From an optimization exercise on the open Yosys and OpenROAD flow, aimed at small area; shortcuts taken in it are not production practice.
Where RTL was checked, it was by simulation tests only, not by an equivalence proof against the original.
For runs 1 to 3, only the layout was checked, not whether the RTL still works.
Power and IR drop assume default switching activity.

==> design.v <==
module gen2_tx_core (
    input  wire        clk,
    input  wire        rst,
    input  wire        op_valid,
    output wire        op_ready,
    input  wire [2:0]  op,
    input  wire [31:0] sample_rate,
    input  wire [31:0] dac_rate,
    input  wire        select_enabled,
    input  wire [7:0]  q_param,
    input  wire [15:0] mask_count,
    input  wire [31:0] cap,
    input  wire [15:0] n_in,
    input  wire [15:0] in_bits,
    input  wire [5:0]  reg_num,
    input  wire [31:0] reg_wdata,
    input  wire        mc_valid,
    output wire        mc_ready,
    input  wire [7:0]  mc_char,
    output reg         rsp_valid,
    output reg  [3:0]  status,
    output wire [31:0] written,
    output wire [15:0] consumed,
    output wire [31:0] rdata,
    output wire [31:0] rpt_nq,
    output wire [31:0] rpt_round,
    output wire [31:0] rpt_slot,
    output wire        smp_valid,
    output wire        smp_data,
    input  wire        smp_ready
);
    localparam [2:0] OP_CONSTRUCT = 3'd0, OP_STEP = 3'd1, OP_RD = 3'd2,
                     OP_WR = 3'd3, OP_REPORT = 3'd4;
    localparam [2:0] FT_NONE = 3'd0, FT_QUERY = 3'd1, FT_QADJ = 3'd2,
                     FT_SEL = 3'd3, FT_ACK = 3'd4, FT_QREP = 3'd5,
                     FT_NAK = 3'd6, FT_B01 = 3'd7;
    localparam [3:0] ST_IDLE = 4'd0, ST_MASK = 4'd1, ST_CQ = 4'd2,
                     ST_RESP = 4'd3, ST_WCLR = 4'd4, ST_WALK = 4'd5,
                     ST_NEED = 4'd6, ST_CHK = 4'd7, ST_FIN = 4'd8,
                     ST_UPD = 4'd9, ST_RDS = 4'd10;
    localparam [2:0] EM_FETCH = 3'd0, EM_LOAD = 3'd2,
                     EM_RUN = 3'd3, EM_XPREP = 3'd4, EM_XWAIT = 3'd5,
                     EM_XLD = 3'd6;
    localparam [3:0] V_ZERO = 4'd0, V_N = 4'd1, V_X0 = 4'd2, V_XQ = 4'd3,
                     V_FR = 4'd4, V_SR = 4'd5, V_NQ = 4'd6, V_RND = 4'd7,
                     V_SLT = 4'd8, V_SM = 4'd9, V_45 = 4'd10;
    localparam [19:0] D1M = 20'd1000000;
    reg  [7:0] pc;
    wire [5:0] t   = pc[5:0];
    wire       tlo = ~pc[5];
    wire       t63 = (t == 6'd63);
    always @(posedge clk)
        if (rst) pc <= 8'd0;
        else     pc <= pc + 8'd1;
    reg [3:0]  st;
    reg [2:0]  ns;
    reg        ready;
    reg [2:0]  cfgst;
    reg [3:0]  phase;
    reg [1:0]  dect, gatet;
    reg        expsel;
    reg        sel;
    reg [3:0]  qv;
    reg [7:0]  L;
    reg [17:0] q48;
    reg        cvalid;
    reg [5:0]  rnl;
    reg        ackx;
    reg        isrd;
    reg        mbad;
    reg        dry, xvalid;
    reg [2:0]  seg;
    reg [1:0]  sec;
    reg [7:0]  bi;
    reg        cb;
    reg [2:0]  ss;
    reg [2:0]  em;
    reg [24:0] S;
    reg [15:0] crc;
    reg        wa, wk, wsub, wneg, fin;
    reg [3:0]  wv;
    reg        sbor;
    reg        xact, xph, xmode, xfirst, xneg, xnn;
    reg [3:0]  hc;
    reg [4:0]  jc;
    reg [1:0]  xc;
    reg        xprev, qd;
    reg [31:0]  NQ, RND, SLT, SR, FR, W;
    reg [63:0]  X;
    reg [255:0] M;
    reg         nqc, rndc, sltc, wc;
    assign op_ready  = (st == ST_IDLE) && t63;
    assign written   = W;
    assign rdata     = W;
    assign rpt_nq    = NQ;
    assign rpt_round = RND;
    assign rpt_slot  = SLT;
    assign consumed  = !cvalid ? 16'd0 : ackx ? 16'd16 : X[61:46];
    wire accept = op_valid && op_ready;
    wire [7:0] dlt  = bi - pc;
    wire       algn = (dlt[3:0] == 4'd0);
    wire [3:0] mtap = dlt[7:4];
    wire       mrd  = M[{mtap, 4'b0000}];
    assign mc_ready = (st == ST_MASK) && (bi != L) && algn;
    wire mwe   = mc_ready && mc_valid;
    wire mwbit = (mc_char == 8'h31);
    reg [255:0] Mn;
    integer k;
    always @(*) begin
        Mn = {M[0], M[255:1]};
        for (k = 0; k < 16; k = k + 1)
            if (mwe && mtap == k[3:0])
                Mn[(16 * k + 255) % 256] = mwbit;
    end
    always @(posedge clk)
        M <= Mn;
    wire       trld;
    wire       xq_n, xq_s, xq_bo;
    reg  [5:0] qoff;
    always @(*) begin
        if ((wa && wv == V_N) || trld) qoff = 6'd2;
        else                        qoff = 6'd1;
    end
    wire [5:0] qidx = t + qoff;
    wire       qbit = (qidx < 6'd18) ? q48[qidx[4:0]] : 1'b0;
    wire       len0b = qbit & (t != 6'd63);
    wire       len1b = (t == 6'd0) ? q48[0] : qd;
    wire [15:0] nval = q48[17:2];
    wire [1:0]  fq   = q48[1:0];
    function [12:0] dval;
        input [3:0] s;
        begin
            case (s)
                4'd0:  dval = 13'd24;
                4'd1:  dval = 13'd48;
                4'd2:  dval = 13'd12;
                4'd4:  dval = 13'd200;
                4'd5:  dval = 13'd250;
                4'd6:  dval = 13'd1300;
                4'd7:  dval = 13'd4600;
                4'd8:  dval = 13'd300;
                4'd9:  dval = 13'd1500;
                4'd10: dval = 13'd2000;
                default: dval = 13'd0;
            endcase
        end
    endfunction
    reg        fs, tr, post, pv;
    reg [2:0]  ft;
    reg [3:0]  psym;
    always @(*) begin
        fs = 1'b0; tr = 1'b0; post = 1'b0; pv = 1'b1; ft = FT_NONE; psym = 4'd0;
        if (isrd) begin
            case (rnl)
            6'h23: ft = FT_B01;
            6'h2B: begin fs = 1'b1; tr = 1'b1; end
            6'h2C: fs = 1'b1;
            6'h2D: begin fs = 1'b1; ft = FT_QREP; end
            6'h2E: begin fs = 1'b1; ft = FT_NAK; end
            default: begin post = 1'b1; psym = rnl[3:0]; end
            endcase
        end else begin
            case (phase)
            4'd0: begin post = 1'b1; psym = 4'd9; end
            4'd1: begin post = 1'b1; psym = 4'd10; pv = 1'b0; end
            4'd2: begin fs = 1'b1; ft = FT_SEL; post = 1'b1; psym = 4'd8; end
            4'd3: begin fs = 1'b1; tr = 1'b1; ft = FT_QUERY; post = 1'b1; psym = 4'd6; end
            4'd4: begin fs = 1'b1; ft = FT_ACK; end
            4'd5: begin post = 1'b1; psym = 4'd7; end
            4'd6: begin fs = 1'b1; ft = FT_QREP; post = 1'b1; psym = 4'd6; end
            4'd7: begin fs = 1'b1; ft = FT_QADJ; post = 1'b1; psym = 4'd6; end
            4'd8, 4'd9: begin fs = 1'b1; ft = FT_NAK; post = 1'b1; psym = 4'd5; end
            default: ;
            endcase
        end
    end
    wire [3:0]  xsym = (st == ST_CQ) ? 4'd1 :
                       (st == ST_NEED && ns >= 3'd5) ? 4'd4 : psym;
    wire [12:0] dv    = dval(xsym);
    assign trld  = (st == ST_WALK) && (em == EM_XLD) && (sy == 3'd4);
    assign xq_n  = trld & qbit;
    wire   xq_bi = (t == 6'd0) ? 1'b0 : sbor;
    assign xq_s  = X[21] ^ xq_n ^ xq_bi;
    assign xq_bo = (~X[21] & xq_n) | (~X[21] & xq_bi) | (xq_n & xq_bi);
    always @(posedge clk) sbor <= xq_bo;
    wire        dmulb = dv[hc];
    wire [4:0]  hc16  = {1'b1, hc};
    wire        n1b   = (hc < 4'd9) ? ~S[hc16] : 1'b0;
    wire        n0b   = ~S[hc];
    wire [5:0] kdiv = t - {1'b0, jc};
    wire       dbit = (kdiv < 6'd20) ? D1M[kdiv[4:0]] : 1'b0;
    wire       dsub = ~xneg;
    wire [5:0] t20j = 6'd20 + {1'b0, jc};
    reg       xa, xo1, xo2, xcin0, xin;
    reg [1:0] xcur;
    always @(*) begin
        xa = 1'b0; xo1 = 1'b0; xo2 = 1'b0; xcin0 = 1'b0;
        if (xact && !xph) begin
            xa = (xfirst || t == 6'd0) ? 1'b0 : xprev;
            if (!xmode) xo1 = dmulb & tlo & FR[0];
            else begin
                xo1 = n1b & len1b;
                xo2 = n0b & len0b;
            end
        end else if (xact) begin
            xa = X[0];
            xo1 = dbit ^ dsub;
            xcin0 = dsub;
        end
        xcur = (t == 6'd0) ? {1'b0, xcin0} : xc;
    end
    wire [2:0] xsum = {2'b00, xa} + {2'b00, xo1} + {2'b00, xo2} + {1'b0, xcur};
    wire xlow = (t < 6'd46);
    wire ackin = (phase == 4'd4) && (n_in == 16'd16);
    reg [15:0] inrev;
    integer r;
    always @(*)
        for (r = 0; r < 16; r = r + 1)
            inrev[r] = in_bits[15 - r];
    always @(*) begin
        if (xact && !xph)
            xin = xlow ? xsum[0] : X[0];
        else if (xact) begin
            if (t <= t20j)             xin = xsum[0];
            else if (t == t20j + 6'd1) xin = ~xnn;
            else                       xin = X[0];
        end else
            xin = X[0];
    end
    always @(posedge clk) begin
        if (accept && op == OP_STEP)
            X <= {X[0], X[63], ackin ? inrev : n_in, X[46:1]};
        else
            X <= {xin, X[63:1]};
        xc    <= xsum[2:1];
        xprev <= X[0];
        qd    <= qbit;
        if (xact && xph && t == t20j)
            xnn <= xsum[0];
    end
    wire xdone = xact && t63 &&
                 ((!xph && hc == 4'd0 && xmode) || (xph && jc == 5'd0));
    reg [7:0] small8;
    always @(*) begin
        case (rnl)
            6'h00:   small8 = {4'd0, phase};
            6'h01:   small8 = {6'd0, dect};
            6'h02:   small8 = {6'd0, gatet};
            6'h03:   small8 = {7'd0, expsel};
            6'h07:   small8 = {7'd0, ready};
            6'h08:   small8 = {5'd0, cfgst};
            6'h12:   small8 = {7'd0, sel};
            6'h13:   small8 = {4'd0, qv};
            6'h15:   small8 = 8'd22;
            6'h16:   small8 = 8'd9;
            default: small8 = L;
        endcase
    end
    localparam [5:0] C45 = 6'd45;
    reg vb;
    always @(*) begin
        case (wv)
            V_N:     vb = qbit;
            V_X0:    vb = X[0];
            V_XQ:    vb = X[21] & (t < 6'd25);
            V_FR:    vb = FR[0];
            V_SR:    vb = SR[0];
            V_NQ:    vb = NQ[0];
            V_RND:   vb = RND[0];
            V_SLT:   vb = SLT[0];
            V_SM:    vb = (t < 6'd8) ? small8[t[2:0]] : 1'b0;
            V_45:    vb = (t < 6'd6) ? C45[t[2:0]] : 1'b0;
            default: vb = 1'b0;
        endcase
    end
    wire won  = wa && tlo;
    wire w_a  = wk ? W[0] : 1'b0;
    wire w_b  = vb ^ wsub;
    wire w_ci = (t == 6'd0) ? wsub : wc;
    wire w_s  = w_a ^ w_b ^ w_ci;
    wire w_co = (w_a & w_b) | (w_a & w_ci) | (w_b & w_ci);
    wire wld  = accept && (op == OP_STEP);
    always @(posedge clk) begin
        if (wld) W <= cap;
        else     W <= {won ? w_s : W[0], W[31:1]};
        wc <= w_co;
        if (wld)
            wneg <= 1'b0;
        else if (won && wsub && t == 6'd31)
            wneg <= wneg ^ ~w_co;
    end
    wire ldcfg = accept && (op == OP_CONSTRUCT);
    always @(posedge clk) begin
        if (ldcfg) begin
            SR <= sample_rate;
            FR <= dac_rate;
        end else begin
            SR <= {SR[0], SR[31:1]};
            FR <= {FR[0], FR[31:1]};
        end
    end
    wire cop     = (st == ST_CQ && ns == 3'd2) || (st == ST_UPD && ns == 3'd1);
    wire clr_all = (st == ST_CQ);
    wire inc_nq  = (phase == 4'd3) || (phase == 4'd6) || (phase == 4'd7);
    wire inc_rnd = (phase == 4'd3);
    wire inc_slt = (phase == 4'd6) || (phase == 4'd7);
    wire clr_slt = (phase == 4'd3);
    wire qld     = (st == ST_CQ && ns == 3'd2);
    wire con   = cop && tlo;
    wire nq_ci = (t == 6'd0) ? inc_nq  : nqc;
    wire rn_ci = (t == 6'd0) ? inc_rnd : rndc;
    wire sl_ci = (t == 6'd0) ? inc_slt : sltc;
    always @(posedge clk) begin
        NQ  <= {con ? (~clr_all & (NQ[0] ^ nq_ci)) : NQ[0], NQ[31:1]};
        RND <= {con ? (~clr_all & (RND[0] ^ rn_ci)) : RND[0], RND[31:1]};
        SLT <= {con ? (~clr_all & ~clr_slt & (SLT[0] ^ sl_ci)) : SLT[0], SLT[31:1]};
        nqc  <= NQ[0] & nq_ci;
        rndc <= RND[0] & rn_ci;
        sltc <= SLT[0] & sl_ci;
    end
    function [4:0] crc5f;
        input [16:0] p;
        integer i;
        reg [4:0] c;
        begin
            c = 5'b01001;
            for (i = 16; i >= 0; i = i - 1) begin
                if (c[4] ^ p[i]) c = {c[3:0], 1'b0} ^ 5'b01001;
                else             c = {c[3:0], 1'b0};
            end
            crc5f = c;
        end
    endfunction
    wire [16:0] qpre = {4'b1000, 1'b0, 2'b00, 1'b0, sel, sel, 2'b00, 1'b0, qv};
    wire [21:0] qfr  = {qpre, crc5f(qpre)};
    wire [27:0] shdr = {20'b1010_100_000_01_00100000, L};
    reg  [21:0] qfrr;
    reg  [27:0] shdrr;
    integer fi;
    always @(*) begin
        for (fi = 0; fi < 22; fi = fi + 1) qfrr[fi] = qfr[21 - fi];
        for (fi = 0; fi < 28; fi = fi + 1) shdrr[fi] = shdr[27 - fi];
    end
    localparam [8:0] QADJ_R = 9'b0000_01001;
    localparam [7:0] NAK_R  = 8'b0000_0011;
    localparam [8:0] QADJ_FRAME = 9'b1001_00_000;
    localparam [7:0] NAK_BITS   = 8'b1100_0000;
    reg fbit;
    always @(*) begin
        case (ft)
            FT_QUERY: fbit = qfrr[bi[4:0]];
            FT_QADJ:  fbit = QADJ_R[bi[3:0]];
            FT_SEL: begin
                case (sec)
                    2'd0:    fbit = shdrr[bi[4:0]];
                    2'd1:    fbit = mrd;
                    2'd2:    fbit = 1'b0;
                    default: fbit = ~crc[15];
                endcase
            end
            FT_ACK:   fbit = (bi[4:1] == 4'd0) ? bi[0] : X[0];
            FT_NAK:   fbit = NAK_R[bi[2:0]];
            FT_B01:   fbit = bi[0];
            default:  fbit = 1'b0;
        endcase
    end
    reg lastbit;
    always @(*) begin
        case (ft)
            FT_QUERY: lastbit = (bi == 8'd21);
            FT_QADJ:  lastbit = (bi == 8'd8);
            FT_SEL: begin
                case (sec)
                    2'd0:    lastbit = (bi == 8'd27);
                    2'd1:    lastbit = (bi + 8'd1 == L);
                    2'd2:    lastbit = 1'b1;
                    default: lastbit = (bi == 8'd15);
                endcase
            end
            FT_ACK:   lastbit = (bi == 8'd17);
            FT_QREP:  lastbit = (bi == 8'd3);
            FT_NAK:   lastbit = (bi == 8'd7);
            default:  lastbit = (bi == 8'd1);
        endcase
    end
    reg present;
    always @(*) begin
        case (seg)
            3'd0, 3'd1, 3'd2: present = fs;
            3'd3:             present = tr;
            3'd4:             present = (ft != FT_NONE);
            3'd5:             present = post;
            default:          present = 1'b0;
        endcase
    end
    localparam [1:0] SRC_N = 2'd0, SRC_K = 2'd1, SRC_X = 2'd2;
    wire       e0  = fq[1];
    wire [2:0] h1  = (fq == 2'd3) ? 3'd2 : (fq == 2'd2) ? 3'd1 : 3'd0;
    wire [2:0] fnz = {2'b00, |fq};
    wire [2:0] e0f = {1'b0, fq} + {2'b00, e0};
    reg [2:0] sy;
    always @(*) begin
        case (seg)
            3'd0:    sy = 3'd0;               
            3'd1:    sy = 3'd1;               
            3'd2:    sy = 3'd3;               
            3'd3:    sy = 3'd4;               
            3'd4:    sy = cb ? 3'd2 : 3'd1;   
            default: sy = 3'd5;               
        endcase
    end
    reg       sval, slast;
    reg [1:0] ssrc;
    reg [2:0] skv;
    always @(*) begin
        sval = 1'b0; slast = 1'b0; ssrc = SRC_N; skv = 3'd0;
        case (sy)
            3'd0: begin slast = 1'b1; end
            3'd1: begin
                case (ss)
                    3'd0:    sval = 1'b1;
                    3'd1:    ;
                    default: begin ssrc = SRC_K; skv = {2'b00, e0}; slast = 1'b1; end
                endcase
            end
            3'd2: begin
                case (ss)
                    3'd0, 3'd1, 3'd2: sval = 1'b1;
                    3'd3:    begin sval = 1'b1; ssrc = SRC_K; skv = h1; end
                    3'd4:    ;
                    default: begin ssrc = SRC_K; skv = fnz; slast = 1'b1; end
                endcase
            end
            3'd3: begin
                case (ss)
                    3'd0, 3'd1, 3'd2, 3'd3, 3'd4: sval = 1'b1;
                    3'd5:    begin sval = 1'b1; ssrc = SRC_K; skv = e0f; end
                    default: slast = 1'b1;
                endcase
            end
            3'd4: begin
                if (ss == 3'd0) begin sval = 1'b1; ssrc = SRC_X; end
                else slast = 1'b1;
            end
            default: begin sval = pv; ssrc = SRC_X; slast = 1'b1; end
        endcase
    end
    wire semit = (st == ST_WALK) && !dry && (em == EM_RUN);
    wire [15:0] slo_dec = S[15:0] - 16'd1;
    wire [8:0]  shi_dec = S[24:16] - 9'd1;
    wire snz   = (S != 25'd0);
    wire fetch_ok = !(seg == 3'd4 && ((ft == FT_SEL && sec == 2'd1 && !algn) ||
                                      (ft == FT_ACK && bi[4:1] != 4'd0 && t != bi[5:0] + 6'd44)));
    wire adv = (st == ST_WALK) &&
               ((em == EM_FETCH && dry && seg != 3'd6 && present && fetch_ok) ||
                (em == EM_RUN && !snz && slast));
    wire cbv = (em == EM_FETCH) ? fbit : cb;
    wire        crc_b  = (sec == 2'd3) ? crc[15] : cbv;
    wire        crc_fb = crc[15] ^ crc_b;
    wire [15:0] crc_nx = {crc[14:0], 1'b0} ^ (crc_fb ? 16'h1021 : 16'h0000);
    assign smp_valid = semit && snz;
    assign smp_data  = sval;
    wire [5:0] rn = reg_num;
    wire rd_ok = (rn <= 6'h08) || (rn >= 6'h10 && rn <= 6'h17) ||
                 (rn >= 6'h20 && rn <= 6'h2E);
    wire rd_walk = (rn >= 6'h20);
    reg [3:0] rdv;
    always @(*) begin
        case (rnl)
            6'h04:   rdv = V_NQ;
            6'h05:   rdv = V_RND;
            6'h06:   rdv = V_SLT;
            6'h10:   rdv = V_SR;
            6'h11:   rdv = V_FR;
            default: rdv = V_SM;
        endcase
    end
    always @(posedge clk) begin
        rsp_valid <= 1'b0;
        if (t63) begin
            wa   <= 1'b0;
        end
        if (xact && t63) begin
            if (!xph) begin
                xfirst <= 1'b0;
                if (hc == 4'd0) begin
                    if (!xmode) begin
                        xph  <= 1'b1;
                        jc   <= 5'd24;
                        xneg <= 1'b0;
                    end else
                        xact <= 1'b0;
                end else
                    hc <= hc - 4'd1;
            end else begin
                xneg <= xnn;
                if (jc == 5'd0) xact <= 1'b0;
                else            jc <= jc - 5'd1;
            end
        end
        if (qld && t < 6'd18)
            q48 <= {X[21], q48[17:1]};
        if (rst) begin
            st     <= ST_IDLE;
            ready  <= 1'b0;
            cfgst  <= 3'd0;
            xact   <= 1'b0;
            wa     <= 1'b0;
        end else begin
            case (st)
            ST_IDLE: if (accept) begin
                ns     <= 3'd0;
                isrd   <= 1'b0;
                cvalid <= 1'b0;
                dry <= 1'b1;
                seg <= 3'd0; sec <= 2'd0; bi <= 8'd0; em <= EM_FETCH;
                S <= {25{1'b1}};
                crc <= 16'hFFFF;
                fin <= 1'b0;
                case (op)
                OP_CONSTRUCT: begin
                    ready <= 1'b0;
                    sel   <= select_enabled;
                    qv    <= q_param[3:0];
                    L     <= mask_count[7:0];
                    mbad  <= 1'b0;
                    if (sample_rate == 32'd0 || dac_rate == 32'd0) begin
                        cfgst <= 3'd4; status <= 4'd4; st <= ST_RESP;
                    end else if (q_param > 8'd15) begin
                        cfgst <= 3'd5; status <= 4'd5; st <= ST_RESP;
                    end else if (mask_count > 16'd255) begin
                        cfgst <= 3'd6; status <= 4'd6; st <= ST_RESP;
                    end else
                        st <= ST_MASK;
                end
                OP_STEP: begin
                    ackx <= ackin;
                    if (!ready) begin
                        status <= 4'd9; st <= ST_WCLR;
                    end else if (phase > 4'd10) begin
                        status <= 4'd3; st <= ST_WCLR;
                    end else if (phase == 4'd4 && n_in != 16'd16) begin
                        status <= 4'd2; cvalid <= 1'b1; st <= ST_WCLR;
                    end else begin
                        st <= ST_WALK;
                    end
                end
                OP_RD: begin
                    isrd <= 1'b1;
                    rnl  <= reg_num;
                    if (rn == 6'h07 || rn == 6'h08) begin
                        status <= 4'd0; st <= ST_RDS;
                    end else if (!ready) begin
                        status <= 4'd9; st <= ST_WCLR;
                    end else if (!rd_ok) begin
                        status <= 4'd10; st <= ST_WCLR;
                    end else begin
                        status <= 4'd0;
                        if (rd_walk)
                            st <= ST_WALK;
                        else
                            st <= ST_RDS;
                    end
                end
                OP_WR: begin
                    st <= ST_RESP;
                    if (!ready)
                        status <= 4'd9;
                    else if (rn == 6'h00) begin
                        phase <= reg_wdata[3:0]; status <= 4'd0;
                    end else if (rn == 6'h01) begin
                        dect <= reg_wdata[1:0]; status <= 4'd0;
                    end else if (rn == 6'h02) begin
                        gatet <= reg_wdata[1:0]; status <= 4'd0;
                    end else
                        status <= 4'd10;
                end
                default: begin    
                    st <= ST_RESP;
                    if (!ready)
                        status <= 4'd9;
                    else begin
                        phase  <= 4'd0;
                        status <= 4'd0;
                    end
                end
                endcase
            end
            ST_MASK: begin
                if (bi == L) begin
                    if (mbad) begin
                        cfgst <= 3'd6; status <= 4'd6; st <= ST_RESP;
                    end else
                        st <= ST_CQ;
                end else if (mwe) begin
                    if (mc_char != 8'h30 && mc_char != 8'h31)
                        mbad <= 1'b1;
                    bi <= bi + 8'd1;
                end
            end
            ST_CQ: if (t63) begin
                case (ns)
                3'd0: begin
                    xact <= 1'b1; xph <= 1'b0; xmode <= 1'b0; xfirst <= 1'b1;
                    hc <= 4'd12;
                    ns <= 3'd1;
                end
                3'd1: if (xdone) begin
                    ns <= 3'd2;
                end
                default: begin
                    phase  <= 4'd0;
                    dect   <= 2'd0;
                    gatet  <= 2'd0;
                    expsel <= 1'b0;
                    cfgst  <= 3'd0;
                    ready  <= 1'b1;
                    status <= 4'd0;
                    st     <= ST_RESP;
                end
                endcase
            end
            ST_WALK: begin
                if (adv) begin
                    if (dry) begin
                        if (seg == 3'd0 || seg == 3'd1 || (seg == 3'd4 && !cbv))
                            S <= {S[24:16], slo_dec};
                        if (seg == 3'd2 || (seg == 3'd4 && cbv))
                            S <= {shi_dec, S[15:0]};
                    end
                    if (seg == 3'd4) begin
                        crc <= crc_nx;
                        if (lastbit) begin
                            bi <= 8'd0;
                            if (ft == FT_SEL && sec == 2'd0)
                                sec <= (L == 8'd0) ? 2'd2 : 2'd1;
                            else if (ft == FT_SEL && sec != 2'd3)
                                sec <= sec + 2'd1;
                            else begin
                                seg <= 3'd5; sec <= 2'd0;
                            end
                        end else
                            bi <= bi + 8'd1;
                    end else
                        seg <= seg + 3'd1;
                    em <= EM_FETCH;
                end
                case (em)
                EM_FETCH: begin
                    if (seg == 3'd6) begin
                        ns <= 3'd0;
                        if (!dry) begin
                            dry <= 1'b1; fin <= 1'b1;
                            seg <= 3'd0; sec <= 2'd0; bi <= 8'd0;
                            S <= {25{1'b1}};
                            crc <= 16'hFFFF;
                        end else if (fin)
                            st <= ST_FIN;
                        else
                            st <= ST_NEED;
                    end else if (!present) begin
                        seg <= seg + 3'd1; sec <= 2'd0; bi <= 8'd0;
                    end else if (fetch_ok && !dry) begin
                        cb <= fbit;
                        ss <= 3'd0;
                        em <= EM_LOAD;
                    end
                end
                EM_LOAD: begin
                    case (ssrc)
                    SRC_N: begin S <= {9'd0, nval}; em <= EM_RUN; end
                    SRC_K: begin S <= {22'd0, skv}; em <= EM_RUN; end
                    default: em <= EM_XPREP;
                    endcase
                end
                EM_RUN: begin
                    if (!snz) begin
                        if (!slast) begin
                            ss <= ss + 3'd1;
                            em <= EM_LOAD;
                        end
                    end else if (smp_ready)
                        S <= {(S[15:0] == 16'd0) ? shi_dec : S[24:16], slo_dec};
                end
                EM_XPREP: if (t63) begin
                    if (sy != 3'd4 && !xvalid) begin
                        xact <= 1'b1; xph <= 1'b0; xmode <= 1'b0; xfirst <= 1'b1;
                        hc <= 4'd12;
                        em <= EM_XWAIT;
                    end else begin
                        em <= EM_XLD;
                        wa <= 1'b1; wk <= 1'b1; wsub <= 1'b0; wv <= V_XQ;
                    end
                end
                EM_XWAIT: if (t63 && xdone) begin
                    em <= EM_XLD;
                    wa <= 1'b1; wk <= 1'b1; wsub <= 1'b0; wv <= V_XQ;
                end
                default: begin    
                    if (t <= 6'd24) S <= {xq_s, S[24:1]};
                    if (t == 6'd24) em <= EM_RUN;
                end
                endcase
            end
            ST_NEED: if (t63) begin
                case (ns)
                3'd0: begin
                    wa <= 1'b1; wk <= !isrd; wsub <= !isrd; wv <= fs ? V_N : V_ZERO;
                    ns <= 3'd1;
                end
                3'd1: begin
                    xact <= 1'b1; xph <= 1'b0; xmode <= 1'b1; xfirst <= 1'b1;
                    hc <= 4'd12;
                    ns <= 3'd2;
                end
                3'd2: if (xdone) begin
                    wa <= 1'b1; wk <= 1'b1; wsub <= !isrd; wv <= V_X0;
                    ns <= 3'd3;
                end
                3'd3: begin
                    if (post) begin
                        xact <= 1'b1; xph <= 1'b0; xmode <= 1'b0; xfirst <= 1'b1;
                        hc <= 4'd12;
                        ns <= 3'd4;
                    end else
                        ns <= 3'd5;
                end
                3'd4: if (xdone) begin
                    wa <= 1'b1; wk <= 1'b1; wsub <= !isrd; wv <= V_XQ;
                    ns <= 3'd5;
                end
                3'd5: begin
                    if (tr) begin
                        xact <= 1'b1; xph <= 1'b0; xmode <= 1'b0; xfirst <= 1'b1;
                        hc <= 4'd12;
                        ns <= 3'd6;
                    end else
                        ns <= 3'd7;
                end
                3'd6: if (xdone) begin
                    wa <= 1'b1; wk <= 1'b1; wsub <= !isrd; wv <= V_XQ;
                    ns <= 3'd7;
                end
                default: begin
                    ns <= 3'd0;
                    st <= isrd ? ST_RESP : ST_CHK;
                end
                endcase
            end
            ST_CHK: if (t63) begin
                wa <= 1'b1; wk <= 1'b0; wsub <= 1'b0; wv <= V_ZERO;
                if (!wneg) begin
                    xvalid <= post && !tr;
                    dry    <= 1'b0;
                    seg <= 3'd0; sec <= 2'd0; bi <= 8'd0; em <= EM_FETCH;
                    crc <= 16'hFFFF;
                    st     <= ST_WALK;
                end else begin
                    status <= 4'd1;
                    st     <= ST_RESP;
                end
            end
            ST_FIN: if (t63) begin
                case (ns)
                3'd0: begin
                    xact <= 1'b1; xph <= 1'b0; xmode <= 1'b1; xfirst <= 1'b1;
                    hc <= 4'd12;
                    ns <= 3'd1;
                end
                3'd1: if (xdone) begin
                    wa <= 1'b1; wk <= 1'b1; wsub <= 1'b0; wv <= V_X0;
                    ns <= 3'd2;
                end
                3'd2: begin
                    wa <= 1'b1; wk <= 1'b1; wsub <= 1'b0; wv <= fs ? V_N : V_ZERO;
                    ns <= 3'd3;
                end
                default: begin
                    ns <= 3'd0;
                    st <= ST_UPD;
                end
                endcase
            end
            ST_UPD: if (t63 && ns == 3'd0)
                ns <= 3'd1;      
            else if (t63) begin
                case (phase)
                4'd0: begin
                    if (sel) begin
                        expsel <= 1'b1;
                        phase  <= 4'd2;
                    end else
                        phase <= 4'd3;
                end
                4'd1: phase <= 4'd0;
                4'd2: phase <= 4'd3;
                4'd3: begin
                    dect <= 2'd1; gatet <= 2'd1; phase <= 4'd10;
                end
                4'd4: begin
                    dect <= 2'd2; gatet <= 2'd2; phase <= 4'd5;
                end
                4'd5, 4'd6, 4'd7: phase <= 4'd10;
                4'd8: phase <= 4'd3;
                4'd9: phase <= 4'd6;
                default: ;
                endcase
                status <= 4'd0;
                cvalid <= 1'b1;
                st     <= ST_RESP;
            end
            ST_RDS: if (t63) begin
                case (ns)
                3'd0: begin
                    wa <= 1'b1; wk <= 1'b0; wsub <= 1'b0; wv <= rdv;
                    ns <= 3'd1;
                    if (rnl != 6'h17) st <= ST_RESP;
                end
                default: begin
                    wa <= 1'b1; wk <= 1'b1; wsub <= 1'b0; wv <= V_45;
                    st <= ST_RESP;
                end
                endcase
            end
            ST_WCLR: if (t63) begin
                wa <= 1'b1; wk <= 1'b0; wsub <= 1'b0; wv <= V_ZERO;
                st <= ST_RESP;
            end
            default: begin    
                if (t63) begin
                    rsp_valid <= 1'b1;
                    st        <= ST_IDLE;
                end
            end
            endcase
        end
    end
endmodule
==> flow/run.sh <==
#!/bin/bash
# The standard layout (standard.sh, standard synthesis unchanged) with
# these changes:
#  - ports are buffered with the smallest buffer (buf_1);
#  - buffers that ABC inserted during synthesis are removed at floorplan,
#    then the combinational logic is remapped for area with OpenROAD's
#    restructure (registers are not touched), using the platform library
#    without the cells the platform marks don't-use;
#  - the clock tree is built from clkbuf_4 in clusters of 8, without
#    dummy loads.
# Output: standard_flow.log (make and every tool it runs), lib_filter.log;
# ORFS also keeps each step's log under orfs/logs.
set -euo pipefail
mkdir -p rmp
python3 flow/lib_filter.py "$FLOW_HOME/platforms/sky130hd/lib/sky130_fd_sc_hd__tt_025C_1v80.lib" \
  "$FLOW_HOME/platforms/sky130hd/config.mk" rmp/filtered.lib > lib_filter.log 2>&1
export RMP_LIB="$PWD/rmp/filtered.lib"
export BUFFER_PORTS_ARGS="-buffer_cell sky130_fd_sc_hd__buf_1"
export REMOVE_ABC_BUFFERS=1
export POST_FLOORPLAN_TCL="$PWD/flow/post_floorplan.tcl"
export CTS_ARGS="-sink_clustering_enable -repair_clock_nets -dont_use_dummy_load -buf_list sky130_fd_sc_hd__clkbuf_4 -sink_clustering_size 8 -sink_clustering_max_diameter 40"
bash standard.sh > standard_flow.log 2>&1
==> flow/lib_filter.py <==
"""Copy a liberty file without the cells that the platform's config.mk lists in
DONT_USE_CELLS. usage: lib_filter.py LIB CONFIG_MK OUT"""
import re
import sys

lib, cfg, out = sys.argv[1:4]
text = open(cfg).read()
m = re.search(r"DONT_USE_CELLS\s*\+?=\s*((?:.*\\\n)*.*)", text)
dont = set(re.findall(r"sky130_fd_sc_hd__\w+", m.group(1)))
src = open(lib).read()
res = []
pos = 0
dropped = []
for cm in re.finditer(r"\n(\s*)cell\s*\(\s*\"?(\w+)\"?\s*\)\s*\{", src):
    if cm.start() < pos:
        continue
    name = cm.group(2)
    # find the end of this cell group by brace matching
    i = cm.end()
    depth = 1
    while depth:
        c = src[i]
        if c == "{":
            depth += 1
        elif c == "}":
            depth -= 1
        i += 1
    if name in dont:
        res.append(src[pos:cm.start()])
        pos = i
        dropped.append(name)
res.append(src[pos:])
open(out, "w").write("".join(res))
print("dropped", len(dropped), "cells:", " ".join(dropped))
==> flow/post_floorplan.tcl <==
# Remap the combinational logic for area; registers are left as they are.
file mkdir $::env(OBJECTS_DIR)/rmp
restructure -target area -liberty_file $::env(RMP_LIB) \
  -tielo_port sky130_fd_sc_hd__conb_1/LO -tiehi_port sky130_fd_sc_hd__conb_1/HI \
  -work_dir $::env(OBJECTS_DIR)/rmp
# restructure can leave buffers behind
remove_buffers
==> standard.sh <==
#!/bin/bash
# synth_recipe.tcl (not shown) runs the flow's synth.tcl, then flattens the netlist and writes it again
# the make line also repeats each setting of config.mk as NAME=value (left out here)
make -C /OpenROAD-flow-scripts/flow DESIGN_CONFIG=/design/flow/config.mk WORK_HOME=/design/flow/orfs CLKGATE_MAP_FILE= SYNTH_SCRIPT=/design/flow/synth_recipe.tcl "${@:-finish}"
==> config.mk <==
export PLATFORM = sky130hd
export DESIGN_NAME = gen2_tx_core
export DESIGN_NICKNAME = gen2_tx_core
export VERILOG_FILES = /design/flow/design.v
export SDC_FILE = /design/flow/constraint.sdc
export NUM_CORES = 4
export LEC_CHECK = 0
export CAP_MARGIN = 20
export CORE_MARGIN = 2
export CORE_UTILIZATION = 40
export SLEW_MARGIN = 20
==> constraint.sdc <==
create_clock -name core_clock -period 15.0 [get_ports {clk}]
set_input_delay 3.0000 -clock core_clock [delete_from_list [all_inputs] [get_ports {clk}]]
set_output_delay 3.0000 -clock core_clock [all_outputs]
set_load 0.01 [all_outputs]
==> results of run 1 <==
routing by layer:
layer  vias up  part of all wire  GRT usage  wire, um
li1      10000                 -          -         -
met1     10400              0.44      0.276     33800
met2       916              0.46      0.314     34600
met3       189             0.074     0.0354      5620
met4         4             0.026     0.0630      1980
met5         -           0.00039          0        30
synth_stat cells (22+ instances only):
library cell,number
ha_1,65
or3_1,26
nand3_1,71
nor3_1,75
a21o_1,22
and3_1,22
clkbuf_1,126
edfxtp_1,135
xnor2_1,51
dfxtp_1,558
nand2b_1,34
nand2_1,233
o21ai_0,135
a21oi_1,167
a211oi_1,29
and2_1,35
buf_4,33
a31oi_1,30
inv_1,92
nor2_1,198
nor4_1,57
mux2_2,124
nor2b_1,30
mux2i_1,29
flip-flops by register name (all words and copies together) (netlist names), 32 cells and up, named ones only:
name,count
M,256
RND,32
FR,32
W,32
X,64
SLT,32
NQ,32
SR,32
worst reg2reg max path: stages, from the launching register on:
cell       delay [ns]
dfxtp_1          0.70
clkinv_1         0.65
a222oi_1         0.54
a21oi_1          0.11
or3_1            0.39
nor2_1           0.15
nor3_1           0.09
o22ai_1          0.24
a2bb2oi_1        0.75
o22ai_1          0.20
o221a_1          0.27
a31oi_1          0.25
a21oi_1          0.12
o311ai_0         0.67
a22oi_1          0.32
o221ai_1         0.30
buf_4            0.26
clkinv_1         0.33
nor2_1           0.67
o22ai_1          0.19
o221ai_1         0.21
o2111ai_1        0.13
cell usage in the layout, fill, tap and decap left out, types with 18 or more instances in the layout:
| cell type | instances |
|---|---|
| clkbuf_4 | 114 |
| nand3_1 | 27 |
| nand2_1 | 87 |
| o2bb2ai_1 | 19 |
| nor2_1 | 254 |
| nor4_1 | 39 |
| buf_4 | 29 |
| buf_1 | 363 |
| o22ai_1 | 102 |
| dfxtp_1 | 558 |
| a221oi_1 | 22 |
| a22oi_1 | 28 |
| a21oi_1 | 101 |
| o22a_1 | 24 |
| a22o_1 | 100 |
| or3_1 | 29 |
| o21ai_0 | 128 |
| o21a_1 | 34 |
| edfxtp_1 | 135 |
| a31oi_1 | 25 |
| a211oi_1 | 18 |
| o221ai_1 | 50 |
| nor3_1 | 78 |
| clkinv_1 | 294 |
area by class of cell:
| type | count | area, um2 | share of cell area |
|---|---|---|---|
| antenna | 2 | 5.00 | 0.000176 |
| multi-input combinational | 1386 | 8560 | 0.300 |
| tap | 940 | 1180 | 0.0413 |
| clock buffer | 114 | 856 | 0.0300 |
| timing repair buffer | 392 | 1580 | 0.0554 |
| sequential | 693 | 15200 | 0.534 |
| inverter | 294 | 1100 | 0.0387 |
report_power, final:
group          switching, mW  internal [mW]  leakage, nW  total [mW]
clock                  0.588          0.345        0.524       0.932
sequential            0.0714           1.98         5.66        2.05
combinational          0.396          0.176         3.26       0.572
path summary, 6_finish.rpt:
path	cells after the start	endpoint	startpoint
setup / recovery	17	smp_valid	S[0]
hold / removal	0	M[75]	M[76]
hold reg to reg	0	M[75]	M[76]
setup reg to reg	21	S[8]	pc[1]
per-stage QoR:
stage / worst slack (ns) / cells / area [um2] / util / power (mW)
floorplan: 8.28 / 2601 / 27800 / - / 2.60
global placement: 7.47 / 3705 / 27600 / 0.393 / 2.64
detailed placement: 7.40 / 3705 / 27600 / 0.393 / 2.65
CTS: 6.80 / 3819 / 28500 / 0.405 / 3.59
global route: 6.33 / 3821 / 28500 / 0.405 / 3.74
finish: 6.76 / 3821 / 28500 / 0.405 / 3.55
logic make-up (layout without fill, tap and decap cells):
logic type | count (synthesis) | after routing
buf+inv | 273 | 800
xor+xnor | 71 | 6
fa+ha+maj | 71 | 0
flops | 693 | 693
mux | 169 | 0
compound gates | 630 | 814
simple gates | 871 | 566
other cells | 0 | 2
==> results.tsv, run 1 <==
stage	metric	value	unit
run_status	outcome	timing/DRC/antenna clean	
routing	num_vias	21500	
layout	fin_nets	3088	
floorplan	start_util	0.406	
setup_path	cp_slowest_stage_delay	0.49	ns
placement	dp_hpwl	55.7	mm
routing	detail_route.iter0.violations	2020	
global_routing	antenna_found_initial	4	
sta	fin_skew	0.129	ns
synth	syn-cell-area	28600	um2
layout	n_fill_cell	7107	
routing	route.detailed.drc	0	
clock_tree	clk-insertion-delay-late	0.90	ns
clock_tree	clock-sinks	693	
global_routing	first_global_vias	20400	
sta	min_period_over_period	0.549	
placement	port_buffers	363	
synth	synth_area_leaders	dfxtp_1 39%, edfxtp_1 14%, mux2_2 4.9%	
synth	yosysSeqAreaShare	0.533	
min_path	hp-class	reg2reg	
power	p_per_area	125	nW/um2
clock_tree	ctsResizeCount	0	
synth	synthXorXnorAreaFrac	0.0225	
setup_path	critical_path.cell_chain	nor2_1 > clkinv_1 > or3_1 > nor2_1 > nand2_1 > nor2_1 > nand3_1 > or2_0 > nor2_1 > nand3_1 > nor2_1 > nand2_1 > nor2_1 > nand3_1 > nand2_1 > nor3_1 > buf_1	
routing	first_pass_iters	6	
clock_tree	path_clk_slew	0.09	ns
synth	synthArstFlopShare	0	
synth	synthMuxAreaShare	0.0718	
sta	min_period	8.24	ns
setup_path	crit_slowest_cell	edfxtp_1	
routing	wl_per_cell	19.9	um
setup_path	crit_type	reg2out	
layout	drive_above_1_share	0.0528	
clock_tree	numCtsBuffers	114	
floorplan	rows	97	
floorplan	top_level_ports	392	
setup_path	cp_common_cell	nor2_1	
synth	synth_compound_area_frac	0.147	
sta	fmax	0.121	GHz
synth	ys_warn_count	1	
flow_run	max_cap_viol_count	0	
global_routing	grt_pass1_wl	117	mm
clock_tree	root_buffer	clkbuf_4	
setup_path	required	12.00	ns
synth	synth_cells	2778	
setup_path	critPathTopFamily	simple AND/OR/NAND/NOR gates	
clock_tree	htreeDepth	3	
floorplan	die_h	271	um
floorplan	coreArea	70400	um2
setup_path	worstSetupStartpointType	register	
setup_path	cp_data_arrival_time	5.24	ns
sta	slew_viol_final	0	
sta	holdWs	0.288	ns
synth	synth_area_per_cell	10.3	um2
power	ir_drop	68.0	uV
sta	setup_tns	0	ns
floorplan	die_w	271	um
routing	post_drt_via_cell_ratio	5.63	
synth	synth_top_cell_by_area	dfxtp_1	
placement	gp_congestion	0.984	
sta	slew_headroom	0.266	
floorplan	die_area	73600	um2
setup_path	reg2reg_slack	7.15	ns
synth	synth_top_family_by_area	simple AND/OR/NAND/NOR gates	
synth	synthSimpleGateAreaFrac	0.152	
synth	synth_seq_cells	693	
power	p_leak	9.45	nW
synth	synth_edf_count	135	
global_routing	grt_overflow	0	
layout	area_growth	-0.202	%
global_routing	grt_usage	0.199	
clock_tree	cts_setup_buffers	0	
sta	rsz0062_at_grt	no	
sta	tightest_slew	1.10	ns
synth	synth_fa_ha_area_frac	0.0327	
routing	drt_wl_total	76.0	mm
synth	synthDistinctLibCells	96	
synth	synth_top_area_share	0.391	
clock_tree	holdBufCountCts	0	
setup_path	critPathCaptureType	output port	
setup_path	path_max_fanout	9	
routing	ant_nets	0	
clock_tree	cts_tree	built	
clock_tree	clock_path_buffers	3	
global_routing	grt_max_degree	66	
sta	hold_viol	0	
synth	synth-main-ff-cell	dfxtp_1	
setup_path	cp_num_buf_inv	2	
sta	setup-violations-final	0	
==> run 2, diff against run 1 <==
--- a/flow/run.sh
+++ b/flow/run.sh
@@ -8,3 +8,3 @@
 #    without the cells the platform marks don't-use;
-#  - the clock tree is built from clkbuf_4 in clusters of 8, without
+#  - the clock tree is built from clkbuf_4 in clusters of 9, without
 #    dummy loads.
@@ -20,3 +20,3 @@
 export POST_FLOORPLAN_TCL="$PWD/flow/post_floorplan.tcl"
-export CTS_ARGS="-sink_clustering_enable -repair_clock_nets -dont_use_dummy_load -buf_list sky130_fd_sc_hd__clkbuf_4 -sink_clustering_size 8 -sink_clustering_max_diameter 40"
+export CTS_ARGS="-sink_clustering_enable -repair_clock_nets -dont_use_dummy_load -buf_list sky130_fd_sc_hd__clkbuf_4 -sink_clustering_size 9 -sink_clustering_max_diameter 45"
 bash standard.sh > standard_flow.log 2>&1
==> run 2 against run 1 <==
  * Clock skew shrank 0.0088 ns
  * Combinational power about the same
  * Sequential power about the same
  * Via count down 0.53%
  * Register-to-register slack better by 0.04 ns
  * First-iteration DRC count rose by 4.4%
  * Critical path depth stayed put
  * Clock-buffer cell count down 11
  * Clock power fell by 3.9%
  * Worst setup slack gained 0.014 ns
  * Final area down 0.29%
  * Critical path type unchanged
  * Highest routed layer unchanged
==> results.tsv, run 2 <==
stage	metric	value	unit	change
run_status	outcome	timing/DRC/antenna clean		
floorplan	rows	97		unchanged
power	ir_drop	65.9	uV	-3.0%
synth	synthDistinctLibCells	96		unchanged
clock_tree	root_buffer	clkbuf_4		
synth	yosysSeqAreaShare	0.533		unchanged
routing	first_pass_iters	8		+2
routing	post_drt_via_cell_ratio	5.61		-0.30%
floorplan	die_h	271	um	unchanged
routing	detail_route.iter0.violations	2109		+4.4%
setup_path	crit_type	reg2out		
sta	fmax	0.122	GHz	+0.17%
layout	n_fill_cell	7110		+0.042%
placement	gp_congestion	0.984		unchanged
sta	slew_viol_final	0		unchanged
synth	syn-cell-area	28600	um2	unchanged
synth	synth_top_area_share	0.391		unchanged
layout	final_common_cell	dfxtp_1		
floorplan	start_util	0.406		unchanged
floorplan	top_level_ports	392		unchanged
clock_tree	numCtsBuffers	103		-9.6%
synth	synth_seq_cells	693		unchanged
flow_run	max_cap_viol_count	0		unchanged
layout	fin_nets	3078		-0.32%
clock_tree	holdBufCountCts	0		unchanged
sta	setup-violations-final	0		unchanged
clock_tree	cts_setup_buffers	0		unchanged
synth	netlist_top_cells_count	558 x dfxtp_1, 233 x nand2_1, 198 x nor2_1		
synth	synth_area_per_cell	10.3	um2	unchanged
layout	final_cell_mix	558 x dfxtp_1, 363 x buf_1, 294 x clkinv_1		
routing	num_vias	21400		-0.53%
synth	synthXorXnorAreaFrac	0.0225		unchanged
synth	synth-main-ff-cell	dfxtp_1		
synth	synth_top_cell_by_area	dfxtp_1		
sta	setup_ws	6.78	ns	+0.0137 ns
floorplan	die_w	271	um	unchanged
clock_tree	cts_tree	built		
global_routing	grt_max_degree	66		unchanged
global_routing	grt_usage	0.198		-0.000332
setup_path	required	12.00	ns	about the same
synth	synth_most_common_cell	dfxtp_1		
setup_path	path_max_fanout	9		unchanged
layout	top_register	M		
synth	synth_compound_area_frac	0.147		unchanged
global_routing	grt_pass1_wl	117	mm	-0.14%
synth	synth_cells	2778		unchanged
placement	port_buffers	363		unchanged
sta	rsz0062_at_grt	no		
clock_tree	clock-sinks	693		unchanged
sta	slew_headroom	0.309		+0.0434
placement	pre_cts_ws	7.40	ns	unchanged
routing	drt_wl_total	76.0	mm	about the same
power	p_total	3.52	mW	-0.99%
sta	setup_tns	0	ns	unchanged
clock_tree	path_clk_slew	0.09	ns	about the same
sta	min_period	8.22	ns	-0.0137 ns
routing	route.detailed.drc	0		unchanged
layout	seqCellArea	15200	um2	unchanged
min_path	hp-class	reg2reg		
layout	area_growth	-0.486	%	
routing	ant_nets	0		unchanged
synth	synth_area_leaders	dfxtp_1 39%, edfxtp_1 14%, mux2_2 4.9%		
power	p_per_area	124	nW/um2	-0.71%
synth	synthSimpleGateAreaFrac	0.152		unchanged
sta	fin_skew	0.120	ns	-0.00885 ns
setup_path	cp_data_arrival_time	5.22	ns	-0.02 ns
layout	largest_reg_flops	256		unchanged
placement	dp_hpwl	55.7	mm	unchanged
synth	synth_top_family_by_area	simple AND/OR/NAND/NOR gates		
power	p_leak	9.40	nW	-0.49%
setup_path	worstSetupStartpointType	register		
layout	reg_top3	M: 256 flops, X: 64 flops		
clock_tree	clock_path_buffers	3		unchanged
clock_tree	htreeDepth	3		unchanged
floorplan	coreArea	70400	um2	unchanged
routing	wl_per_cell	19.9	um	+0.19%
synth	ys_warn_count	1		unchanged
layout	multi_input_area	8560	um2	about the same
sta	hold_viol	0		unchanged
synth	synth_edf_count	135		unchanged
layout	fin_util	0.404		-0.00115
floorplan	die_area	73600	um2	unchanged
synth	synthArstFlopShare	0		unchanged
global_routing	grt_overflow	0		unchanged
clock_tree	clk-insertion-delay-late	0.89	ns	about the same
global_routing	antenna_found_initial	4		unchanged
setup_path	critPathCaptureType	output port		
sta	tightest_slew	1.03	ns	-0.0649 ns
clock_tree	ctsResizeCount	0		unchanged
synth	synth_fa_ha_area_frac	0.0327		unchanged
global_routing	first_global_vias	20300		-0.53%
synth	synthMuxAreaShare	0.0718		unchanged
layout	drive_above_1_share	0.0491		-0.00365
sta	min_period_over_period	0.548		-0.000911
-- run 2: cell count changes in the layout (fill, tap and decap cells not counted) --
cell | before | now
nor4_2 | 2 | 1
nor4_1 | 39 | 40
clkbuf_4 | 114 | 103
diode_2 | 2 | 3
clkbuf_2 | 0 | 1
-- run 2: cell type report --
type,count,area share
multi-input cells,1386,0.301
diodes,3,0.000264
clock buffers,103,0.0272
well taps,940,0.0414
repair buffers,393,0.0558
inverters,294,0.0388
flip-flops and latches,693,0.536
-- run 2: worst paths after layout --
check / slack [ns] / cells after the start / from / endpoint
max reg2reg: 7.19 / 21 / pc[1] / S[8]
min: 0.28 / 0 / M[188] / M[187]
max: 6.78 / 17 / S[1] / smp_valid
min reg2reg: 0.28 / 0 / M[188] / M[187]
-- run 2: report_power, final --
| part | switching [mW] | total [mW] | internal (mW) | leakage [nW] |
|---|---|---|---|---|
| registers | 0.0717 | 2.05 | 1.98 | 5.66 |
| clock network | 0.583 | 0.896 | 0.312 | 0.474 |
| logic | 0.397 | 0.573 | 0.176 | 3.27 |
| total | 1.05 | 3.52 | 2.47 | 9.40 |
-- run 2: critical path, stage by stage, from the launching register on --
cell      delay, ns
edfxtp_1       0.48
nor2_1         0.21
clkinv_1       0.15
or3_1          0.42
nor2_1         0.18
nand2_1        0.14
nor2_1         0.24
nand3_1        0.24
or2_0          0.29
nor2_1         0.26
nand3_1        0.18
nor2_1         0.16
nand2_1        0.11
nor2_1         0.19
nand3_1        0.42
nand2_1        0.39
nor3_1         0.15
buf_1          0.16
-- run 2: cell families after synthesis --
| group | after synthesis |
|---|---|
| buffers and inverters | 273 |
| multiplexers | 169 |
| AND/OR/NAND/NOR | 871 |
| adder cells (fa/ha/maj) | 71 |
| AO/OA/AOI/OAI | 630 |
| XOR/XNOR | 71 |
| flip-flops | 693 |
-- run 2: stage by stage --
| step | area [um2] | hold WS [ns] | cells |
|---|---|---|---|
| global placement | 27600 | 0.310 | 3705 |
| global route | 28400 | 0.275 | 3812 |
| finish | 28400 | 0.282 | 3812 |
| CTS | 28400 | 0.264 | 3808 |
| detailed placement | 27600 | 0.312 | 3705 |
| floorplan | 27800 | 0.310 | 2601 |
-- run 2: layer usage --
metal	share of wire	up-vias	track usage	routed length (um)
li1	-	9995	-	-
met1	0.45	10300	0.275	33900
met2	0.46	905	0.313	34800
met3	0.073	167	0.0367	5520
met4	0.024	4	0.0610	1850
met5	0.00037	-	0	28
==> run 3, diff against run 2 <==
--- a/flow/run.sh
+++ b/flow/run.sh
@@ -8,3 +8,3 @@
 #    without the cells the platform marks don't-use;
-#  - the clock tree is built from clkbuf_4 in clusters of 9, without
+#  - the clock tree is built from clkbuf_4 in clusters of 10, without
 #    dummy loads.
@@ -20,3 +20,3 @@
 export POST_FLOORPLAN_TCL="$PWD/flow/post_floorplan.tcl"
-export CTS_ARGS="-sink_clustering_enable -repair_clock_nets -dont_use_dummy_load -buf_list sky130_fd_sc_hd__clkbuf_4 -sink_clustering_size 9 -sink_clustering_max_diameter 45"
+export CTS_ARGS="-sink_clustering_enable -repair_clock_nets -dont_use_dummy_load -buf_list sky130_fd_sc_hd__clkbuf_4 -sink_clustering_size 10 -sink_clustering_max_diameter 45"
 bash standard.sh > standard_flow.log 2>&1
==> run 3 against run 2 <==
  * Critical path depth unchanged
  * Clock skew increased by 0.022 ns
  * Worst setup slack improved by 0.021 ns
  * Sequential power about the same
  * Synthesized cell count unchanged
  * Clock power decreased by 3.8%
  * Critical endpoint unchanged
  * Sequential share of layout area increased by 0.12 points
  * Combinational power about the same
  * Total power decreased by 0.97%
  * Die area unchanged
==> results.tsv, run 3 <==
stage	metric	value	unit	change
synth	synth_most_common_cell	dfxtp_1		
clock_tree	clk-insertion-delay-late	0.88	ns	about the same
power	p_sw	1.04	mW	-1.0%
clock_tree	ctsResizeCount	0		unchanged
floorplan	rows	97		unchanged
floorplan	start_util	0.406		unchanged
run_status	outcome	timing/DRC/antenna clean		
clock_tree	clock_path_buffers	3		unchanged
synth	synth_top_cell_by_area	dfxtp_1		
setup_path	critPathCaptureType	output port		
synth	netlist_top_cells_count	558 x dfxtp_1, 233 x nand2_1, 198 x nor2_1		
min_path	hold_start	M[105]		
clock_tree	root_buffer	clkbuf_4		
layout	final_common_cell	dfxtp_1		
global_routing	first_global_vias	20300		-0.079%
floorplan	die_h	271	um	unchanged
synth	synth_cells	2778		unchanged
setup_path	critical_path.cell_chain	nor2_1 > clkinv_1 > or3_1 > nor2_1 > nand2_1 > nor2_1 > nand3_1 > or2_0 > nor2_1 > nand3_1 > nor2_1 > nand2_1 > nor2_1 > nand3_1 > nand2_1 > nor3_1 > buf_1		
min_path	hold_depth	0		unchanged
setup_path	reg2reg_slack	7.13	ns	-0.06 ns
power	switching_share	0.299		about the same
layout	fin_nets	3070		-0.26%
clock_tree	numCtsBuffers	95		-7.8%
power	intPower	2.44	mW	-0.94%
layout	drive_above_1_share	0.0465		-0.00266
routing	route.detailed.drc	0		unchanged
sta	slew_viol_final	0		unchanged
synth	synthArstFlopShare	0		unchanged
global_routing	grt_pass1_wl	117	mm	about the same
setup_path	cp_common_cell	nor2_1		
layout	area_growth	-0.705	%	
power	p_total	3.48	mW	-0.97%
synth	ys_warn_count	1		unchanged
sta	tightest_slew	1.04	ns	+0.00298 ns
setup_path	crit_type	reg2out		
setup_path	reg2reg_to	S[8]		
synth	synth_seq_cells	693		unchanged
global_routing	grt_overflow	0		unchanged
setup_path	cp_slowest_stage_delay	0.50	ns	+0.02 ns
power	p_leak	9.36	nW	-0.39%
routing	detail_route.iter0.violations	2052		-2.7%
routing	first_pass_iters	8		unchanged
clock_tree	cts_setup_buffers	0		unchanged
sta	fmax	0.122	GHz	+0.26%
sta	hold_viol	0		unchanged
setup_path	crit_slowest_cell	edfxtp_1		
flow_run	max_cap_viol_count	0		unchanged
global_routing	antenna_found_initial	3		-1
placement	gp_congestion	0.984		unchanged
sta	rsz0062_at_grt	no		
setup_path	crit_path_start	S[0]		
min_path	min_to	M[104]		
placement	dpl.cell_count	3705		unchanged
power	p_per_area	123	nW/um2	-0.75%
layout	largest_reg_flops	256		unchanged
sta	min_period	8.20	ns	-0.0213 ns
floorplan	die_area	73600	um2	unchanged
clock_tree	clock-sinks	693		unchanged
power	clkPwrFrac	0.247		-0.008
sta	holdWs	0.261	ns	-0.0210 ns
setup_path	cp_data_arrival_time	5.20	ns	-0.02 ns
clock_tree	htreeDepth	3		unchanged
sta	setup_tns	0	ns	unchanged
layout	final_cell_mix	558 x dfxtp_1, 363 x buf_1, 294 x clkinv_1		
layout	top_register	M		
sta	setup_ws	6.80	ns	+0.0213 ns
power	p_comb_frac	0.164		about the same
clock_tree	cts_tree	built		
placement	dp_hpwl	55.7	mm	unchanged
floorplan	die_w	271	um	unchanged
setup_path	required	12.00	ns	about the same
floorplan	top_level_ports	392		unchanged
setup_path	r2r-start	pc[1]		
synth	synth_area_per_cell	10.3	um2	unchanged
placement	port_buffers	363		unchanged
setup_path	worstSetupStartpointType	register		
routing	drt_wl_total	75.9	mm	-0.14%
synth	syn-cell-area	28600	um2	unchanged
synth	yosysSeqAreaShare	0.533		unchanged
power	seqPwrFrac	0.588		+0.005
global_routing	grt_max_degree	66		unchanged
setup_path	path_max_fanout	9		unchanged
min_path	hp-class	reg2reg		
layout	reg_top3	M: 256 flops, X: 64 flops		
routing	wl_per_cell	20.0	um	about the same
synth	synthDistinctLibCells	96		unchanged
routing	ant_nets	0		unchanged
synth	synth_area_leaders	dfxtp_1 39%, edfxtp_1 14%, mux2_2 4.9%		
synth	synth-main-ff-cell	dfxtp_1		
synth	synth_edf_count	135		unchanged
global_routing	grt_usage	0.198		about the same
placement	pre_cts_ws	7.40	ns	unchanged
sta	min_period_over_period	0.547		-0.00142
clock_tree	path_clk_slew	0.10	ns	about the same
routing	num_vias	21300		-0.49%
sta	setup-violations-final	0		unchanged
power	ir_drop	77.2	uV	+17%
sta	slew_headroom	0.307		-0.00199
setup_path	r2r_cells	21		unchanged
layout	fin_cells	3803		-0.24%
synth	synth_top_area_share	0.391		unchanged
sta	fin_skew	0.142	ns	+0.0221 ns
routing	post_drt_via_cell_ratio	5.60		-0.26%
clock_tree	holdBufCountCts	0		unchanged
floorplan	coreArea	70400	um2	unchanged
-- run 3: cell counts after synthesis --
No cell type changed its count.
-- run 3: logic make-up (layout without fill, tap and decap cells) --
kind of cell             Yosys count  in the layout  synth area share
XOR/XNOR                          71              6            0.0225
AND/OR/NAND/NOR                  871            566             0.152
multiplexers                     169              0            0.0718
buffers and inverters            273            782            0.0408
flip-flops                       693            693             0.533
other                              0              2                 0
adder cells (fa/ha/maj)           71              0            0.0327
AO/OA/AOI/OAI                    630            814             0.147
-- run 3: final cells by class --
cell class,instances,area (um2)
diodes,2,5.00
clock buffers,95,713
fillers,7113,42000
inverters,294,1100
multi-input cells,1386,8560
flip-flops and latches,693,15200
well taps,940,1180
repair buffers,393,1590
-- run 3: worst max-delay path: cells and delay by family, from the launching register on --
kind	cells	cell delay, ns
AND/OR/NAND/NOR	15	3.60
flip-flops	1	0.50
buffers and inverters	2	0.32
-- run 3: through the flow --
| stage | utilization | area, um2 |
|---|---|---|
| 2_1_floorplan | - | 27800 |
| 3_3_place_gp | 0.393 | 27600 |
| 3_5_place_dp | 0.393 | 27600 |
| 4_1_cts | 0.403 | 28300 |
| 5_1_grt | 0.403 | 28400 |
| 6_report | 0.403 | 28400 |
-- run 3: power groups by stage --
stage	clock [mW]	combinational, mW	sequential (mW)
after CTS	0.911	0.561	2.05
after floorplan	0	0.480	2.12
after detailed placement	0	0.558	2.09
after global placement	0	0.551	2.09
final	0.862	0.573	2.05
after global routing	0.988	0.622	2.06
-- run 3: worst max path at each step --
stage | endpoint | slack [ns] | cells after the start
final | smp_valid | 6.80 | 17
after global routing | smp_valid | 6.38 | 17
after CTS | smp_valid | 6.83 | 17
after detailed placement | S[8] | 7.40 | 21
after global placement | S[8] | 7.47 | 21
after floorplan | FR[0] | 8.28 | 3
-- run 3: metal layers --
metal  global-route usage  share of wire  routed length, um
met1                0.275           0.44              33500
met2                0.311           0.45              34500
met3               0.0359          0.075               5670
met4               0.0684          0.030               2280
met5                    0        0.00017                 13
==> run 4, diff against run 3 <==
--- a/design.v
+++ b/design.v
@@ -32,3 +32,3 @@
     localparam [2:0] OP_CONSTRUCT = 3'd0, OP_STEP = 3'd1, OP_RD = 3'd2,
-                     OP_WR = 3'd3, OP_REPORT = 3'd4;
+                     OP_WR = 3'd3;
     localparam [2:0] FT_NONE = 3'd0, FT_QUERY = 3'd1, FT_QADJ = 3'd2,
@@ -345,4 +345,2 @@
     localparam [7:0] NAK_R  = 8'b0000_0011;
-    localparam [8:0] QADJ_FRAME = 9'b1001_00_000;
-    localparam [7:0] NAK_BITS   = 8'b1100_0000;
     reg fbit;
==> run 4 against run 3 <==
  * Via count unchanged
  * Combinational power about the same
  * Critical path depth unchanged
  * Die area is the same
  * Sequential cell count is the same
  * Critical path type unchanged
  * Still clean
  * Critical endpoint unchanged
  * Clock skew did not move
==> results.tsv, run 4 <==
stage	metric	value	unit	change
global_routing	use_met3	0.0359		unchanged
setup_path	r2r-start	pc[1]		
synth	yosysSeqAreaShare	0.533		unchanged
clock_tree	cts_setup_buffers	0		unchanged
clock_tree	holdBufCountCts	0		unchanged
synth	ys_warn_count	1		unchanged
min_path	hold_start	M[105]		
placement	port_buffers	363		unchanged
power	seqPwrFrac	0.588		about the same
setup_path	worstSetupStartpointType	register		
power	p_sw	1.04	mW	unchanged
sta	rsz0062_at_grt	no		
sta	min_period_over_period	0.547		unchanged
setup_path	cp_num_buf_inv	2		unchanged
sta	setup-violations-final	0		unchanged
floorplan	die_w	271	um	unchanged
setup_path	critPathTopFamily	simple AND/OR/NAND/NOR gates		
synth	synthArstFlopShare	0		unchanged
sta	fin_skew	0.142	ns	unchanged
sta	fmax	0.122	GHz	unchanged
sta	min_period	8.20	ns	unchanged
layout	seqCellArea	15200	um2	unchanged
global_routing	gr-usage-met2	0.311		unchanged
synth	syn-cell-area	28600	um2	unchanged
clock_tree	ctsResizeCount	0		unchanged
setup_path	critical_path.cell_chain	nor2_1 > clkinv_1 > or3_1 > nor2_1 > nand2_1 > nor2_1 > nand3_1 > or2_0 > nor2_1 > nand3_1 > nor2_1 > nand2_1 > nor2_1 > nand3_1 > nand2_1 > nor3_1 > buf_1		
routing	drt_wl_total	75.9	mm	unchanged
synth	synth_most_common_cell	dfxtp_1		
clock_tree	clk-insertion-delay-late	0.88	ns	about the same
layout	fin_nets	3070		unchanged
routing	route.detailed.drc	0		unchanged
synth	synth_edf_count	135		unchanged
setup_path	path_max_fanout	9		unchanged
sta	holdWs	0.261	ns	unchanged
routing	num_vias	21300		unchanged
setup_path	cp_slowest_stage_delay	0.50	ns	about the same
clock_tree	clock-sinks	693		unchanged
synth	synth_cells	2778		unchanged
flow_run	max_cap_viol_count	0		unchanged
floorplan	top_level_ports	392		unchanged
synth	synth_top_cell_by_area	dfxtp_1		
clock_tree	root_buffer	clkbuf_4		
layout	top_register	M		
min_path	hp-class	reg2reg		
routing	first_pass_iters	8		unchanged
clock_tree	clock_path_buffers	3		unchanged
clock_tree	cts_tree	built		
layout	final_cell_mix	558 x dfxtp_1, 363 x buf_1, 294 x clkinv_1		
floorplan	start_util	0.406		unchanged
global_routing	grt_use_met1	0.275		unchanged
layout	n_fill_cell	7113		unchanged
floorplan	rows	97		unchanged
sta	hold_viol	0		unchanged
sta	setup_tns	0	ns	unchanged
clock_tree	htreeDepth	3		unchanged
floorplan	die_area	73600	um2	unchanged
setup_path	required	12.00	ns	about the same
global_routing	first_global_vias	20300		unchanged
synth	synth_top_area_share	0.391		unchanged
placement	gp_congestion	0.984		unchanged
global_routing	grt_overflow	0		unchanged
placement	dp_hpwl	55.7	mm	unchanged
setup_path	crit_type	reg2out		
synth	synthDistinctLibCells	96		unchanged
layout	drive_above_1_share	0.0465		unchanged
floorplan	coreArea	70400	um2	unchanged
power	switching_share	0.299		unchanged
layout	largest_reg_flops	256		unchanged
floorplan	die_h	271	um	unchanged
layout	reg_top3	M: 256 flops, X: 64 flops		
setup_path	crit_slowest_cell	edfxtp_1		
setup_path	cp_common_cell	nor2_1		
routing	wl_per_cell	20.0	um	unchanged
setup_path	r2r_cells	21		unchanged
power	p_leak	9.36	nW	unchanged
routing	detail_route.iter0.violations	2052		unchanged
layout	multi_input_area	8560	um2	unchanged
synth	synth_area_per_cell	10.3	um2	unchanged
synth	synth_area_leaders	dfxtp_1 39%, edfxtp_1 14%, mux2_2 4.9%		
sta	tightest_slew	1.04	ns	unchanged
setup_path	cp.depth	17		unchanged
setup_path	crit_path_start	S[0]		
global_routing	grt_pass1_wl	117	mm	unchanged
routing	post_drt_via_cell_ratio	5.60		unchanged
setup_path	critPathCaptureType	output port		
clock_tree	path_clk_slew	0.10	ns	about the same
setup_path	cp_data_arrival_time	5.20	ns	about the same
global_routing	grt_usage	0.198		unchanged
sta	slew_viol_final	0		unchanged
setup_path	reg2reg_slack	7.13	ns	about the same
power	clkPwrFrac	0.247		about the same
synth	synth_seq_cells	693		unchanged
power	p_per_area	123	nW/um2	unchanged
synth	netlist_top_cells_count	558 x dfxtp_1, 233 x nand2_1, 198 x nor2_1		
run_status	outcome	timing/DRC/antenna clean		
global_routing	gr-max-usage-layer	met2		
sta	slew_headroom	0.307		unchanged
power	ir_drop	77.2	uV	unchanged
min_path	hold_depth	0		unchanged
global_routing	antenna_found_initial	3		unchanged
routing	ant_nets	0		unchanged
layout	final_common_cell	dfxtp_1		
clock_tree	numCtsBuffers	95		unchanged
power	intPower	2.44	mW	unchanged
synth	synth-main-ff-cell	dfxtp_1		
layout	area_growth	-0.705	%	unchanged
global_routing	grt_max_degree	66		unchanged
power	p_comb_frac	0.164		about the same
-- run 4: cell counts in the layout (fill, tap and decap cells not counted) --
No cell type changed its count.
-- run 4: power groups by stage --
stage	sequential (mW)	combinational, mW	clock [mW]
2_1_floorplan	2.12	0.480	0
3_3_place_gp	2.09	0.551	0
3_5_place_dp	2.09	0.558	0
4_1_cts	2.05	0.561	0.911
5_1_grt	2.06	0.622	0.988
6_report	2.05	0.573	0.862
-- run 4: path summary, 6_finish.rpt --
| path | to |
|---|---|
| max | smp_valid |
| min | M[104] |
| max reg2reg | S[8] |
| min reg2reg | M[104] |
-- run 4: cells by family after synthesis --
group,after synthesis,synth area share
flops,693,0.533
fa+ha+maj,71,0.0327
mux,169,0.0718
compound gates,630,0.147
buf+inv,273,0.0408
xor+xnor,71,0.0225
simple gates,871,0.152
-- run 4: cell type report --
class | instances | area share
Timing Repair Buffer | 393 | 0.0559
Sequential cell | 693 | 0.537
Antenna cell | 2 | 0.000176
Tap cell | 940 | 0.0415
Clock buffer | 95 | 0.0251
Inverter | 294 | 0.0389
Multi-Input combinational cell | 1386 | 0.302
-- run 4: metal layers --
metal | part of all wire | vias up
li1 | - | 9955
met1 | 0.44 | 10300
met2 | 0.45 | 888
met3 | 0.075 | 179
met4 | 0.030 | 2
met5 | 0.00017 | -
-- run 4: per-stage QoR --
| stage | utilization | std cells | setup WS, ns | area, um2 | total power [mW] |
|---|---|---|---|---|---|
| 6_report | 0.403 | 3803 | 6.80 | 28400 | 3.48 |
| 2_1_floorplan | - | 2601 | 8.28 | 27800 | 2.60 |
| 3_3_place_gp | 0.393 | 3705 | 7.47 | 27600 | 2.64 |
| 3_5_place_dp | 0.393 | 3705 | 7.40 | 27600 | 2.65 |
| 5_1_grt | 0.403 | 3803 | 6.38 | 28400 | 3.67 |
| 4_1_cts | 0.403 | 3800 | 6.83 | 28300 | 3.52 |
-- run 4: worst reg2reg max path, cell delays in order, from the launching register on --
cell	delay (ns)
dfxtp_1	0.69
clkinv_1	0.65
a222oi_1	0.55
a21oi_1	0.11
or3_1	0.39
nor2_1	0.15
nor3_1	0.10
o22ai_1	0.24
a2bb2oi_1	0.76
o22ai_1	0.20
o221a_1	0.27
a31oi_1	0.25
a21oi_1	0.12
o311ai_0	0.71
a22oi_1	0.31
o221ai_1	0.30
buf_4	0.26
clkinv_1	0.32
nor2_1	0.70
o22ai_1	0.19
o221ai_1	0.21
o2111ai_1	0.13

-- separate check: timing with driven ports --
The results above use ideal ports. As a check the final layouts listed here were re-extracted and re-timed, cells and wires unchanged. Step 1: set_driving_cell puts a clkbuf_16 on clk and a buf_2 on each other input, an assumption about the parent block. Step 2 moves the port delays by t, midway between the first and last clock arrival at a register: inputs arrive t later, outputs are due t later. That takes back most of the time a late clock gives input paths. a / b / c = ideal / step 1 / step 2; a / b = the first two.
run	t (ns)	slack for setup (ns)	clock arrival spread, ns	worst register clock-pin slew, ns
run 1	0.892	6.764 / 6.707 / 7.150	0.141 / 0.141	0.10 / 0.10
run 2	0.888	6.777 / 6.718 / 7.187	0.124 / 0.124	0.11 / 0.11
run 3	0.878	6.799 / 6.732 / 7.129	0.142 / 0.142	0.11 / 0.11
run 4	0.878	6.799 / 6.732 / 7.129	0.142 / 0.142	0.11 / 0.11
After both steps setup and hold are still met in every run listed.
